Background: an optimization exercise with open tools, aiming at a short achievable clock period and few clock cycles. Do not read the settings as production practice.
Power figures rest on the tool's default switching activity, not on a simulated workload.

==> v38 <==
==> flow/design.v <==
module microsim_core (
    input  wire        clk,
    input  wire        rst,           
    output reg         mem_valid,
    output reg         mem_we,
    output reg  [19:0] mem_addr,
    output reg  [31:0] mem_wdata,
    input  wire        mem_ready,
    input  wire [31:0] mem_rdata,
    output reg         halted,
    output reg         err_valid,
    output reg  [1:0]  err_code,
    output reg  [19:0] err_addr,
    output reg  [31:0] err_ir,
    input  wire [3:0]  dbg_sel,
    output wire [19:0] dbg_rdata,
    output wire [3:0]  flags          
);
    localparam [4:0] OP_HLT = 5'd0,  OP_MOV = 5'd1,  OP_LDR = 5'd2,  OP_STR = 5'd3,
                     OP_ADD = 5'd4,  OP_ADC = 5'd5,  OP_SUB = 5'd6,  OP_SBC = 5'd7,
                     OP_CMP = 5'd8,  OP_LSL = 5'd9,  OP_LSR = 5'd10, OP_ASR = 5'd11,
                     OP_ROL = 5'd12, OP_ROR = 5'd13, OP_AND = 5'd14, OP_ORR = 5'd15,
                     OP_EOR = 5'd16, OP_NOT = 5'd17, OP_JMP = 5'd18, OP_BCC = 5'd19,
                     OP_BCS = 5'd20, OP_BPL = 5'd21, OP_BMI = 5'd22, OP_BNE = 5'd23,
                     OP_BEQ = 5'd24, OP_BVC = 5'd25, OP_BVS = 5'd26;
    reg [19:0] regs [0:14];
    reg        fc, fz, fn, fv;
    reg [19:0] fpc;         
    reg [19:0] f_addr;      
    reg        d_arr;       
    reg        d_buf;       
    reg [31:0] dbuf;
    reg        e_v;         
    reg        e_ldw;       
    reg [31:0] e_ir;
    reg [19:0] e_pc1;       
    reg [19:0] e_a, e_b;
    reg [3:0]  e_ra;
    reg        e_err;       
    reg [1:0]  e_ecode;
    reg        e_hlt, e_ldr, e_str, e_br, e_wr, e_wpc;
    reg [3:0]  e_cc;        
    reg        e_cinv, e_jmp;
    reg        e_mov, e_add, e_sub, e_usec, e_flg_arith, e_logic, e_sh, e_rot;
    reg [1:0]  e_lop;       
    reg [1:0]  e_sop;       
    reg        e_rol;
    wire [19:0] a = e_a;
    wire [19:0] b = e_b;
    wire [19:0] bx   = e_sub ? ~b : b;
    wire        cin  = e_usec ? fc : e_sub;
    wire [20:0] sum  = {1'b0, a} + {1'b0, bx} + {20'd0, cin};
    wire        add_c = sum[20] ^ e_sub;
    wire        add_v = (a[19] == bx[19]) && (sum[19] != a[19]);
    wire        b_zero = (b == 20'd0);
    wire        b_big  = (|b[19:5]) || (b[4:0] > 5'd20);
    wire [20:0] lsl_t  = {1'b0, a} << b[4:0];
    wire [20:0] lsr_t  = {a, 1'b0} >> b[4:0];
    wire [20:0] asr_t  = $signed({a, 1'b0}) >>> b[4:0];
    reg  [19:0] sh_res;
    reg         sh_c;
    always @(*) begin
        case (e_sop)
            2'd0: begin sh_res = lsl_t[19:0];  sh_c = lsl_t[20]; end
            2'd1: begin sh_res = lsr_t[20:1];  sh_c = lsr_t[0];  end
            default: begin sh_res = asr_t[20:1]; sh_c = asr_t[0]; end
        endcase
        if (b_big) begin
            if (e_sop == 2'd2) begin sh_res = {20{a[19]}}; sh_c = a[19]; end
            else               begin sh_res = 20'd0;       sh_c = 1'b0;  end
        end
        if (b_zero) sh_c = fc;
    end
    function [4:0] nib5;          
        input [3:0] x;
        begin
            nib5[0] = (x == 4'd0) || (x == 4'd5) || (x == 4'd10) || (x == 4'd15);
            nib5[1] = (x == 4'd1) || (x == 4'd6) || (x == 4'd11);
            nib5[2] = (x == 4'd2) || (x == 4'd7) || (x == 4'd12);
            nib5[3] = (x == 4'd3) || (x == 4'd8) || (x == 4'd13);
            nib5[4] = (x == 4'd4) || (x == 4'd9) || (x == 4'd14);
        end
    endfunction
    function [4:0] add5;          
        input [4:0] x, y;
        integer i, j;
        begin
            add5 = 5'd0;
            for (i = 0; i < 5; i = i + 1)
                for (j = 0; j < 5; j = j + 1)
                    if ((i + j) % 5 == 0) add5[0] = add5[0] | (x[i] & y[j]);
                    else if ((i + j) % 5 == 1) add5[1] = add5[1] | (x[i] & y[j]);
                    else if ((i + j) % 5 == 2) add5[2] = add5[2] | (x[i] & y[j]);
                    else if ((i + j) % 5 == 3) add5[3] = add5[3] | (x[i] & y[j]);
                    else add5[4] = add5[4] | (x[i] & y[j]);
        end
    endfunction
    wire [4:0]  q = add5(add5(nib5(b[3:0]), nib5(b[7:4])),
                         add5(add5(nib5(b[11:8]), nib5(b[15:12])), nib5(b[19:16])));
    wire [1:0]  p = b[1:0];
    reg  [19:0] r1, rot_res;
    always @(*) begin
        if (e_rol) begin
            case (p)
                2'd0: r1 = a;
                2'd1: r1 = {a[14:0], a[19:15]};
                2'd2: r1 = {a[9:0],  a[19:10]};
                default: r1 = {a[4:0], a[19:5]};
            endcase
            rot_res = ({20{q[0]}} & r1)
                    | ({20{q[1]}} & {r1[3:0],  r1[19:4]})
                    | ({20{q[2]}} & {r1[7:0],  r1[19:8]})
                    | ({20{q[3]}} & {r1[11:0], r1[19:12]})
                    | ({20{q[4]}} & {r1[15:0], r1[19:16]});
        end else begin
            case (p)
                2'd0: r1 = a;
                2'd1: r1 = {a[4:0],  a[19:5]};
                2'd2: r1 = {a[9:0],  a[19:10]};
                default: r1 = {a[14:0], a[19:15]};
            endcase
            rot_res = ({20{q[0]}} & r1)
                    | ({20{q[1]}} & {r1[15:0], r1[19:16]})
                    | ({20{q[2]}} & {r1[11:0], r1[19:12]})
                    | ({20{q[3]}} & {r1[7:0],  r1[19:8]})
                    | ({20{q[4]}} & {r1[3:0],  r1[19:4]});
        end
    end
    wire rot_c = e_rol ? rot_res[0] : rot_res[19];
    reg [19:0] log_res;
    always @(*) begin
        case (e_lop)
            2'd0: log_res = a & b;
            2'd1: log_res = a | b;
            2'd2: log_res = a ^ b;
            default: log_res = ~a;
        endcase
    end
    wire [19:0] res = ({20{e_mov}}   & b)
                    | ({20{e_add}}   & sum[19:0])
                    | ({20{e_logic}} & log_res)
                    | ({20{e_sh}}    & sh_res)
                    | ({20{e_rot}}   & rot_res);
    wire res_z = (res == 20'd0);
    reg nc, nz, nn, nv;
    always @(*) begin
        nc = fc; nz = fz; nn = fn; nv = fv;
        if (e_flg_arith) begin    
            nc = add_c; nv = add_v; nz = res_z; nn = res[19];
        end
        if (e_logic) begin
            nz = res_z; nn = res[19];
        end
        if (e_sh) begin
            nc = sh_c; nv = a[19] ^ res[19]; nz = res_z; nn = res[19];
        end
        if (e_rot) begin
            nz = res_z; nn = res[19];
            if (!b_zero) begin nc = rot_c; nv = a[19] ^ res[19]; end
        end
    end
    wire cond = (|(e_cc & {fv, fn, fz, fc})) ^ e_cinv;
    wire e_ok     = e_v && !e_err;
    wire e_mem    = e_ok && (e_ldr || e_str);
    wire e_take   = e_ok && e_br && (e_jmp || cond);       
    wire e_redir  = e_ok && e_wpc;                          
    wire e_halt   = e_ok && e_hlt;
    wire ld_pc    = e_ldw && (e_ra == 4'd15);
    always @(*) begin
        mem_valid = 1'b0;
        mem_we    = 1'b0;
        mem_addr  = fpc;
        mem_wdata = {12'd0, e_a};
        if (e_mem) begin
            mem_valid = 1'b1;
            mem_we    = e_str;
            mem_addr  = e_b;
        end else if (e_take) begin
            mem_valid = 1'b1;
            mem_addr  = e_b;
        end else if (!halted && !e_redir && !e_halt && !ld_pc) begin
            mem_valid = 1'b1;
        end
    end
    wire stall  = mem_valid && !mem_ready;
    wire acc    = mem_valid && mem_ready;
    wire f_acc  = acc && !e_mem;         
    wire        d_v  = d_arr || d_buf;
    wire [31:0] w    = d_buf ? dbuf : mem_rdata;
    wire [4:0]  d_op   = w[31:27];
    wire [1:0]  d_mode = w[26:25];
    wire [3:0]  d_ra   = w[23:20];
    wire [3:0]  d_rb   = w[19:16];
    wire [19:0] d_pc1  = f_addr + 20'd1;
    wire smc = e_mem && e_str && d_v && (e_b == f_addr);
    wire d_kill = !stall && (e_take || e_redir || ld_pc || smc);
    wire e_free = !stall && (!e_v || e_err || !(e_ldr || e_hlt));
    wire d_take = d_v && e_free && !d_kill;
    wire        wb_ld  = e_ldw;                              
    wire        wb_alu = e_ok && e_wr;    
    wire        wb_en  = wb_ld || wb_alu;
    wire [3:0]  wb_r   = e_ra;
    wire [19:0] wb_d   = wb_ld ? mem_rdata[19:0] : res;
    function [19:0] rd;
        input [3:0] r;
        begin
            if (r == 4'd15)               rd = d_pc1;
            else if (wb_en && wb_r == r)  rd = wb_d;
            else                          rd = regs[r];
        end
    endfunction
    wire d_opv   = (d_op <= OP_BVS);
    wire d_gimp  = (d_op == OP_HLT) || (d_op == OP_NOT);
    wire d_gadr  = (d_op == OP_LDR) || (d_op == OP_STR) || (d_op >= OP_JMP && d_op <= OP_BVS);
    wire d_mok   = d_gimp ? (d_mode == 2'b00) : d_gadr ? d_mode[1] : !d_mode[1];
    wire d_wr    = (d_op == OP_MOV) || (d_op >= OP_ADD && d_op <= OP_NOT && d_op != OP_CMP);
    wire d_movpc = (d_op == OP_MOV) && (d_ra == 4'd15);
    integer i;
    always @(posedge clk) begin
        if (rst) begin
            fpc    <= 20'd0;
            f_addr <= 20'd0;
            d_arr  <= 1'b0;
            d_buf  <= 1'b0;
            e_v    <= 1'b0;
            e_ldw  <= 1'b0;
            e_pc1  <= 20'd0;
            halted <= 1'b0;
            {fc, fz, fn, fv} <= 4'b0000;
            for (i = 0; i < 15; i = i + 1)
                regs[i] <= 20'd0;
            err_valid <= 1'b0;
            err_code  <= 2'd0;
            err_addr  <= 20'd0;
            err_ir    <= 32'd0;
        end else begin
            err_valid <= 1'b0;
            if ((wb_ld || (wb_alu && !stall)) && wb_r != 4'd15)
                regs[wb_r] <= wb_d;
            if (f_acc) begin
                f_addr <= mem_addr;
                fpc    <= mem_addr + 20'd1;
            end
            d_arr <= f_acc;
            d_buf <= d_v && !d_take && !d_kill;
            if (!d_buf) dbuf <= mem_rdata;
            if (e_redir && !stall) fpc <= res;
            if (ld_pc)             fpc <= mem_rdata[19:0];
            if (smc && !stall)     fpc <= f_addr;
            if (e_ldw) e_ldw <= 1'b0;
            if (!stall && e_ok) begin
                {fc, fz, fn, fv} <= {nc, nz, nn, nv};
                if (e_hlt) halted <= 1'b1;
                if (e_ldr) begin e_ldw <= 1'b1; e_v <= 1'b0; end
            end
            if (!stall && e_v && e_err) begin
                err_valid <= 1'b1;
                err_code  <= e_ecode;
                err_addr  <= e_pc1 - 20'd1;
                err_ir    <= e_ir;
            end
            if (e_free) begin
                e_v   <= d_take;
                e_ir  <= w;
                e_pc1 <= d_pc1;
                e_ra  <= d_ra;
                e_a   <= rd(d_ra);
                e_b   <= d_mode[0] ? rd(d_rb) : w[19:0];
                e_err   <= !d_opv || !d_mok;
                e_ecode <= !d_opv ? 2'd3 : 2'd2;
                e_hlt   <= (d_op == OP_HLT);
                e_ldr   <= (d_op == OP_LDR);
                e_str   <= (d_op == OP_STR);
                e_br    <= (d_op >= OP_JMP) || d_movpc;
                e_jmp   <= (d_op == OP_JMP) || d_movpc;
                e_wr    <= d_wr && !d_movpc;
                e_wpc   <= d_wr && !d_movpc && (d_ra == 4'd15);
                e_cc    <= {d_op >= OP_BVC, d_op == OP_BPL || d_op == OP_BMI,
                            d_op == OP_BNE || d_op == OP_BEQ, d_op == OP_BCC || d_op == OP_BCS};
                e_cinv  <= d_op[0];     
                e_mov   <= (d_op == OP_MOV);
                e_add   <= (d_op >= OP_ADD && d_op <= OP_CMP);
                e_sub   <= (d_op >= OP_SUB && d_op <= OP_CMP);
                e_usec  <= (d_op == OP_ADC) || (d_op == OP_SBC);
                e_flg_arith <= (d_op >= OP_ADD && d_op <= OP_CMP);
                e_logic <= (d_op >= OP_AND && d_op <= OP_NOT);
                e_lop   <= (d_op == OP_AND) ? 2'd0 : (d_op == OP_ORR) ? 2'd1 :
                           (d_op == OP_EOR) ? 2'd2 : 2'd3;
                e_sh    <= (d_op >= OP_LSL && d_op <= OP_ASR);
                e_sop   <= (d_op == OP_LSL) ? 2'd0 : (d_op == OP_LSR) ? 2'd1 : 2'd2;
                e_rot   <= (d_op == OP_ROL) || (d_op == OP_ROR);
                e_rol   <= (d_op == OP_ROL);
            end
        end
    end
    assign dbg_rdata = (dbg_sel == 4'd15) ? e_pc1 : regs[dbg_sel];
    assign flags     = {fv, fn, fz, fc};
endmodule
==> flow/run.sh <==
#!/bin/bash
# synth_recipe.tcl (not shown) runs the flow's synth.tcl, then flattens the netlist and writes it again
# the make line also repeats each setting of config.mk as NAME=value (left out here)
make -C /OpenROAD-flow-scripts/flow DESIGN_CONFIG=/design/flow/config.mk WORK_HOME=/design/flow/orfs CLKGATE_MAP_FILE= SYNTH_SCRIPT=/design/flow/synth_recipe.tcl finish
==> flow/config.mk <==
export PLATFORM = sky130hd
export DESIGN_NAME = microsim_core
export DESIGN_NICKNAME = microsim_core
export VERILOG_FILES = /design/flow/design.v
export SDC_FILE = /design/flow/constraint.sdc
export NUM_CORES = 4
export LEC_CHECK = 0
export CAP_MARGIN = 20
export CORE_MARGIN = 2
export CORE_UTILIZATION = 40
export SETUP_SLACK_MARGIN = 5
export SLEW_MARGIN = 20
==> flow/constraint.sdc <==
create_clock -name core_clock -period 12.0 [get_ports {clk}]
set_input_delay 2.4000 -clock core_clock [delete_from_list [all_inputs] [get_ports {clk}]]
set_output_delay 2.4000 -clock core_clock [all_outputs]
set_load 0.01 [all_outputs]
==> inputs of v3, as changes to v38 <==
--- a/flow/design.v
+++ b/flow/design.v
@@ -71,33 +71,20 @@
         end
         if (b_zero) sh_c = fc;
     end
-    function [4:0] nib5;          
+    function [2:0] mod5_4;
         input [3:0] x;
-        begin
-            nib5[0] = (x == 4'd0) || (x == 4'd5) || (x == 4'd10) || (x == 4'd15);
-            nib5[1] = (x == 4'd1) || (x == 4'd6) || (x == 4'd11);
-            nib5[2] = (x == 4'd2) || (x == 4'd7) || (x == 4'd12);
-            nib5[3] = (x == 4'd3) || (x == 4'd8) || (x == 4'd13);
-            nib5[4] = (x == 4'd4) || (x == 4'd9) || (x == 4'd14);
-        end
+        mod5_4 = (x >= 4'd15) ? x - 4'd15 : (x >= 4'd10) ? x - 4'd10 : (x >= 4'd5) ? x - 4'd5 : x;
     endfunction
-    function [4:0] add5;          
-        input [4:0] x, y;
-        integer i, j;
-        begin
-            add5 = 5'd0;
-            for (i = 0; i < 5; i = i + 1)
-                for (j = 0; j < 5; j = j + 1)
-                    if ((i + j) % 5 == 0) add5[0] = add5[0] | (x[i] & y[j]);
-                    else if ((i + j) % 5 == 1) add5[1] = add5[1] | (x[i] & y[j]);
-                    else if ((i + j) % 5 == 2) add5[2] = add5[2] | (x[i] & y[j]);
-                    else if ((i + j) % 5 == 3) add5[3] = add5[3] | (x[i] & y[j]);
-                    else add5[4] = add5[4] | (x[i] & y[j]);
-        end
+    function [2:0] mod5_5;
+        input [4:0] x;
+        mod5_5 = (x >= 5'd20) ? x - 5'd20 : (x >= 5'd15) ? x - 5'd15 :
+                 (x >= 5'd10) ? x - 5'd10 : (x >= 5'd5) ? x - 5'd5 : x;
     endfunction
-    wire [4:0]  q = add5(add5(nib5(b[3:0]), nib5(b[7:4])),
-                         add5(add5(nib5(b[11:8]), nib5(b[15:12])), nib5(b[19:16])));
-    wire [1:0]  p = b[1:0];
+    wire [4:0]  qs = {2'b0, mod5_4(b[3:0])} + {2'b0, mod5_4(b[7:4])} + {2'b0, mod5_4(b[11:8])}
+                   + {2'b0, mod5_4(b[15:12])} + {2'b0, mod5_4(b[19:16])};
+    wire [2:0]  q  = mod5_5(qs);
+    wire [1:0]  p  = b[1:0];
+    wire [39:0] aa = {a, a};
     reg  [19:0] r1, rot_res;
     always @(*) begin
         if (e_rol) begin
@@ -107,11 +94,13 @@
                 2'd2: r1 = {a[9:0],  a[19:10]};
                 default: r1 = {a[4:0], a[19:5]};
             endcase
-            rot_res = ({20{q[0]}} & r1)
-                    | ({20{q[1]}} & {r1[3:0],  r1[19:4]})
-                    | ({20{q[2]}} & {r1[7:0],  r1[19:8]})
-                    | ({20{q[3]}} & {r1[11:0], r1[19:12]})
-                    | ({20{q[4]}} & {r1[15:0], r1[19:16]});
+            case (q)
+                3'd0: rot_res = r1;
+                3'd1: rot_res = {r1[3:0],  r1[19:4]};
+                3'd2: rot_res = {r1[7:0],  r1[19:8]};
+                3'd3: rot_res = {r1[11:0], r1[19:12]};
+                default: rot_res = {r1[15:0], r1[19:16]};
+            endcase
         end else begin
             case (p)
                 2'd0: r1 = a;
@@ -119,11 +108,13 @@
                 2'd2: r1 = {a[9:0],  a[19:10]};
                 default: r1 = {a[14:0], a[19:15]};
             endcase
-            rot_res = ({20{q[0]}} & r1)
-                    | ({20{q[1]}} & {r1[15:0], r1[19:16]})
-                    | ({20{q[2]}} & {r1[11:0], r1[19:12]})
-                    | ({20{q[3]}} & {r1[7:0],  r1[19:8]})
-                    | ({20{q[4]}} & {r1[3:0],  r1[19:4]});
+            case (q)
+                3'd0: rot_res = r1;
+                3'd1: rot_res = {r1[15:0], r1[19:16]};
+                3'd2: rot_res = {r1[11:0], r1[19:12]};
+                3'd3: rot_res = {r1[7:0],  r1[19:8]};
+                default: rot_res = {r1[3:0],  r1[19:4]};
+            endcase
         end
     end
     wire rot_c = e_rol ? rot_res[0] : rot_res[19];
@@ -197,7 +188,7 @@
     wire e_free = !stall && (!e_v || e_err || !(e_ldr || e_hlt));
     wire d_take = d_v && e_free && !d_kill;
     wire        wb_ld  = e_ldw;                              
-    wire        wb_alu = e_ok && e_wr;    
+    wire        wb_alu = e_ok && e_wr && !stall;
     wire        wb_en  = wb_ld || wb_alu;
     wire [3:0]  wb_r   = e_ra;
     wire [19:0] wb_d   = wb_ld ? mem_rdata[19:0] : res;
@@ -235,7 +226,7 @@
             err_ir    <= 32'd0;
         end else begin
             err_valid <= 1'b0;
-            if ((wb_ld || (wb_alu && !stall)) && wb_r != 4'd15)
+            if (wb_en && wb_r != 4'd15)
                 regs[wb_r] <= wb_d;
             if (f_acc) begin
                 f_addr <= mem_addr;
SETUP_SLACK_MARGIN = unset   (was 5)
==> qor summary <==
|  | v3 | v38 |
|---|---|---|
| Complex-gate fraction of the synthesized area | 0.173 | 0.171 |
| Power dissipated in combinational cells | 0.00770 W | 0.00175 W |
| Insertion delay of the later-clocked pin in the worst-skew pair | 0.68 ns | 0.65 ns |
| Floorplan die width | 326 um | 321 um |
| Worst-case headroom to the max-slew limit | 0.119 | 0.207 |
| Multiplexer share of the synthesized area | 0.108 | 0.0818 |
| Switching Share | 0.526 | 0.354 |
| Met1 Usage GRT | 0.429 | 0.412 |
| Total power divided by cell area | 259 nW/um2 | 137 nW/um2 |
| Status | finished clean | finished clean |
| Combinational group share of total power | 0.642 | 0.284 |
| Pre-CTS WS | 2.86 ns | 3.95 ns |
| Starting density of the core | 0.403 | 0.403 |
| DP HPWL | 119000 um | 112000 um |
| Critical path class | flop to flop | input pin to primary output |
| Power consumed by the clock network | 0.00187 W | 0.00205 W |
| DR vias | 40300 | 39500 |
| Number of antenna violations at the first check in global routing | 9 | 4 |
| Top cell type's share of synthesized area | 0.324 | 0.335 |
| Max FO, Critical Path | 23 | 33 |
| Post-detailed-placement cell area | 44400 um2 | 42600 um2 |
| First drt pass iteration count | 10 | 7 |
| Worst Reg-to-Reg Cells | 28 | 16 |
No run of this note included a check of the RTL's function; only the layout flow was run.

static timing again, ports no longer ideal:
Ports are ideal in the flow. The routed layouts listed here were re-timed in OpenROAD. Step 1, drivers: a clkbuf_16 drives clk and a buf_2 each remaining input, both assumed. Step 2 times the ports against the registers' clock, not the clock port: input delays grow and output delays shrink by t, the midpoint of the rising clock arrivals with the driver on. Slacks: ideal ports / drivers / drivers and shift; pairs: ideal ports / drivers.
| run | t (ns) | slack for setup (ns) | clock arrival spread, ns |
|---|---|---|---|
| v38 | 0.695 | 4.989 / 4.786 / 4.786 | 0.043 / 0.043 |
| v3 | 0.735 | 2.692 / 2.692 / 2.692 | 0.037 / 0.038 |
After both steps every run listed still meets setup and hold. For v38, which loses most, drivers alone change the setup slack by -0.203 ns; drivers and shift together by -0.203 ns.
